This design comes from an exercise in tuning for small area, a short achievable clock period and few clock cycles on the open sky130 flow, not from production work. No activity file was given, so power comes from the tool's default toggle rates.

==> flow/design.v (excerpt) <==
module cmdproc (
    input  wire        clk,
    input  wire        rst,           
    input  wire        start,
    input  wire [63:0] start_base,
    input  wire [31:0] start_count,
    output wire        idle,
    output wire        done,
    output wire        faulted,
    output wire [2:0]  f_code,
    output wire        f_hdr_valid,
    output wire [63:0] f_hdr_addr,
    output wire [31:0] f_hdr_word,
    output wire        f_call_valid,
    output wire [13:0] f_method,
    output wire [2:0]  f_subch,
    output wire [1:0]  f_argi,
    output wire        f_value_valid,
    output wire [31:0] f_value,
    output wire        xl_req,
    output wire [63:0] xl_va,
    input  wire        xl_rsp,
    input  wire        xl_err,
    input  wire [63:0] xl_pa,
    output wire        rd_req,
    output wire [63:0] rd_addr,
    input  wire        rd_rsp,
    input  wire        rd_err,
    input  wire [31:0] rd_data,
    output wire        ev_valid,
    output wire [2:0]  ev_kind,
    output wire [13:0] ev_method,
    output wire [2:0]  ev_subch,
    output wire [31:0] ev_value,
    output wire [1:0]  ev_rem,
    output wire [1:0]  ev_len,
    output wire [31:0] ev_code0,
    output wire [31:0] ev_code1,
    output wire [31:0] ev_code2
);
    localparam [2:0] EV_SUBMIT = 3'd4;
    localparam [2:0] EV_DIAG   = 3'd5;
    localparam [2:0] F_UNKNOWN_MODE       = 3'd1;
    localparam [2:0] F_INCREASE_ONCE_ZERO = 3'd2;
    localparam [2:0] F_BIND_CONFLICT      = 3'd3;
    localparam [2:0] F_UNBOUND_SUBCHANNEL = 3'd4;
    localparam [2:0] F_UNKNOWN_ENGINE     = 3'd5;
    localparam [2:0] F_MACRO_NO_ENTRY     = 3'd6;
    localparam [2:0] F_PORT               = 3'd7;
  ...
Size in the first run: ~1800 cells after synthesis, about 300 flip-flops, about 640 I/O pins, ~18000 um^2 of cells after synthesis.
export LEC_CHECK = 0
export CAP_MARGIN = 20
export CORE_MARGIN = 2
export CORE_UTILIZATION = 40
export SETUP_SLACK_MARGIN = 5
export SLEW_MARGIN = 20
export TNS_END_PERCENT = 4
create_clock -name core_clock -period 8.0 [get_ports {clk}]
standard.sh (not shown) runs the stock make flow with config.mk's settings and CLKGATE_MAP_FILE= SYNTH_SCRIPT=/design/flow/synth_recipe.tcl, a recipe that flattens the netlist after the stock synthesis.
==> flow/flow/run.sh <==
#!/bin/bash
# Standard layout, with the port buffers made from the smallest buffer cell.
set -e
export BUFFER_PORTS_ARGS="-buffer_cell sky130_fd_sc_hd__buf_1"
bash standard.sh > standard.log 2>&1
Edit:
--- a/flow/design.v
+++ b/flow/design.v
@@ -74,12 +74,13 @@
     reg         cfault;        
     reg         cev;           
     reg  [2:0]  ckind;
     reg         clast;         
     reg  [2:0]  fcode;
     reg         fpa;           
+    reg         q_xp;          
     reg         q_hwa;         
     reg         q_hwp;         
     reg         q_hwd;         
     reg         q_awq;         
     reg         q_awd;         
     reg         q_awe;         
@@ -127,24 +128,27 @@
                               bound[h_sc] | c_bind, cls[h_sc], mac_act | c_m47);
     wire [2:0]  dcode = c_m46  ? F_MACRO_NO_ENTRY :
                         c_bind ? F_BIND_CONFLICT :
                         bound[h_sc] ? F_UNKNOWN_ENGINE : F_UNBOUND_SUBCHANNEL;
     wire        xok   = xl_rsp & ~xl_err;
     wire        rok   = rd_rsp & ~rd_err;
-    wire        x_ovf = (&xl_pa[63:2]) & (|xl_pa[1:0]);
+    wire        x_fast = xok & q_xp & ~(&xl_pa[63:60]);    
     wire        areq = rok & ((q_hwa & r_nz & r_le4) | (q_awq & ~clast));
-    wire        hreq = (rok & ((q_hwp & ~r_mode[2] & ~r_nz) | (q_awq & clast))) | q_qp;
+    wire        hreq = (rok & ((q_hwp & ~r_mode[2] & ~r_nz) | (q_awq & clast))) | q_qp |
+                       x_fast;
     assign rd_req  = (rok & ((~r_mode[2] & ((q_hwa & r_nz) | q_hwp)) |
                              (q_hwa & r_nz & ~r_mode[1] & ~r_mode[0]) |
-                             q_awq)) | q_qp;
+                             q_awq)) | q_qp |
+                     (xl_rsp & ~xl_err & q_xp & ~(&xl_pa[63:60]));
     assign done    = (rok & ((q_hwd & ~r_mode[2] & ~r_nz) | q_awd)) | q_qd;
     assign idle    = st_idle | (done & start);
     assign faulted = st_flt;
     assign xl_req  = start & (st_idle | done);
     assign xl_va   = start_base;
-    assign rd_addr = cur;
+    wire [63:0] addr = st_xl ? xl_pa : cur;
+    assign rd_addr = addr;
     wire        disp  = (st_aw & rok) | st_inl;
     wire        dok   = disp & ~cfault;
     wire        dlast = dok & clast;
     wire [31:0] val   = st_inl ? inl32 : rd_data;
     wire        e_sub = ckind[2] & ~ckind[0];
     wire        e_rd  = ~st_inl;
@@ -188,35 +192,39 @@
                      (st_aw & rd_rsp & rd_err) |
                      (adv & st_aw & ovf);
     wire flt_mode  = hw_in & r_bad;
     wire flt_ioz   = hw_in & (r_mode == 3'd4) & ~r_nz;
     wire flt_disp  = disp & cfault;
     wire flt_any   = flt_port0 | flt_port1 | flt_mode | flt_ioz | flt_disp;
-    wire n_hq  = ~rst & st_xl & xok;
+    wire n_hq  = ~rst & st_xl & xok & ~x_fast;
     wire n_hw  = ~rst & (hreq | (st_hw & ~rd_rsp));
     wire n_aw  = ~rst & (areq | (st_aw & ~rd_rsp));
     wire n_inl = ~rst & hw_in & r_inl;
-    wire        mid_cy = &cur[4:2];
-    wire        hi_c   = st_rew ? hcy : mid_cy;
-    wire [58:0] hi_x   = cur[63:5] ^ {59{st_rew}};
+    wire        rq     = hreq | areq;
+    wire        mid_cy = &addr[4:2];
+    wire        hi_c   = st_rew ? hcy : (rq & mid_cy);
+    wire [58:0] hi_x   = addr[63:5] ^ {59{st_rew}};
     wire [58:0] hi_s   = hi_x + {58'd0, hi_c};
-    wire [2:0]  mid_n  = st_rew ? hmid : cur[4:2] + 3'd1;
-    wire [63:0] cur_n  = {hi_s ^ {59{st_rew}}, mid_n, cur[1:0]};
-    wire        ovf_r  = (&cur[63:3]) & (|cur[2:0]);        
-    wire        n_ovf  = (st_xl & xok) ? x_ovf : (hreq | areq) ? ovf_r : ovf;
+    wire [2:0]  mid_n  = st_rew ? hmid : addr[4:2] + {2'd0, rq};
+    wire [63:0] cur_n  = {hi_s ^ {59{st_rew}}, mid_n, addr[1:0]};
+    wire        top_1  = &addr[63:3];
+    wire        ovf_r  = top_1 & (|addr[2:0]);       
+    wire        x_ovf  = top_1 & addr[2] & (|addr[1:0]);    
+    wire        n_ovf  = rq ? ovf_r : (st_xl & xok) ? x_ovf : ovf;
     wire        n_pos  = (idle & start) ? (start_count != 32'd0) :
                          ((hreq | areq) & pos) ? (rcnt != 32'd1) : pos;
     wire [4:0]  n_oc   = hw_in ? oc0 : adv ? ocn : {cfault, cev, ckind};
     wire        n_last = hw_in ? last0 : adv ? lastn : clast;
     wire        n_cf   = n_oc[4];
     wire        n_ce   = n_oc[3];
     always @(posedge clk) begin
         st_hq  <= n_hq;
         st_hw  <= n_hw;
         st_aw  <= n_aw;
         st_inl <= n_inl;
+        q_xp   <= ~rst & ((idle & start) | (st_xl & ~xl_rsp)) & n_pos;
         q_hwa  <= n_hw & ~n_ovf;
         q_hwp  <= n_hw & ~n_ovf & n_pos;
         q_hwd  <= n_hw & ~n_pos;
         q_awq  <= n_aw & ~n_cf & ~n_ovf & (~n_last | n_pos);
         q_awd  <= n_aw & ~n_cf & n_last & ~n_pos;
         q_awe  <= n_aw & n_ce;
@@ -264,18 +272,16 @@
         ovf <= n_ovf;
         pos <= n_pos;
         if (idle & start)
             rcnt <= start_count;
         else if ((hreq | areq) & pos)
             rcnt <= rcnt - 32'd1;
-        if (st_xl & xok)
-            cur <= xl_pa;
-        else if (hreq | areq | st_rew)
+        if ((st_xl & xok) | rq | st_rew)
             cur <= cur_n;
         if (hreq) begin
-            hmid <= cur[4:2];
+            hmid <= addr[4:2];
             hcy  <= mid_cy;
         end else if (areq)
             hcy  <= hcy | mid_cy;
         {cfault, cev, ckind} <= n_oc;
         clast <= n_last;
         if (hw_in) begin
What happened:
- The new run went through all stages and came out clean
- maximum frequency goes down by 2.7%
- setup slack loses 0.11 ns
- register-to-register slack loses 0.15 ns
- core utilization goes up by 1.9 points
- sequential power rose by about 3%
- via count climbs by 3.3%
- cell count stays flat
No run of this note included a check of the RTL's function; only the layout flow was run.

[what the ideal ports hide]
The flow's constraints put no driver on any port. The routed layouts listed below were extracted and timed again, unchanged, in two steps.
Step 1 sets driving cells, clkbuf_16 on the clock port and buf_2 on the other inputs (assumed; they add their load-dependent delay and slew).
Step 2 moves the port delays by t, midway between the first and last clock arrival at a register: inputs arrive t later, outputs are due t later. That takes back most of the time a late clock gives input paths.
Slacks: ideal ports / drivers / drivers and shift; pairs: ideal ports / drivers.
run	t, ns	setup slack, ns	pins driven straight from the clock port
the first run	0.601	3.866 / 3.808 / 3.643	1
the second run	0.599	3.753 / 3.654 / 3.398	1
After both steps every run listed still meets setup and hold. For the second run, which loses most, drivers alone change the setup slack by -0.099 ns; drivers and shift together by -0.355 ns.
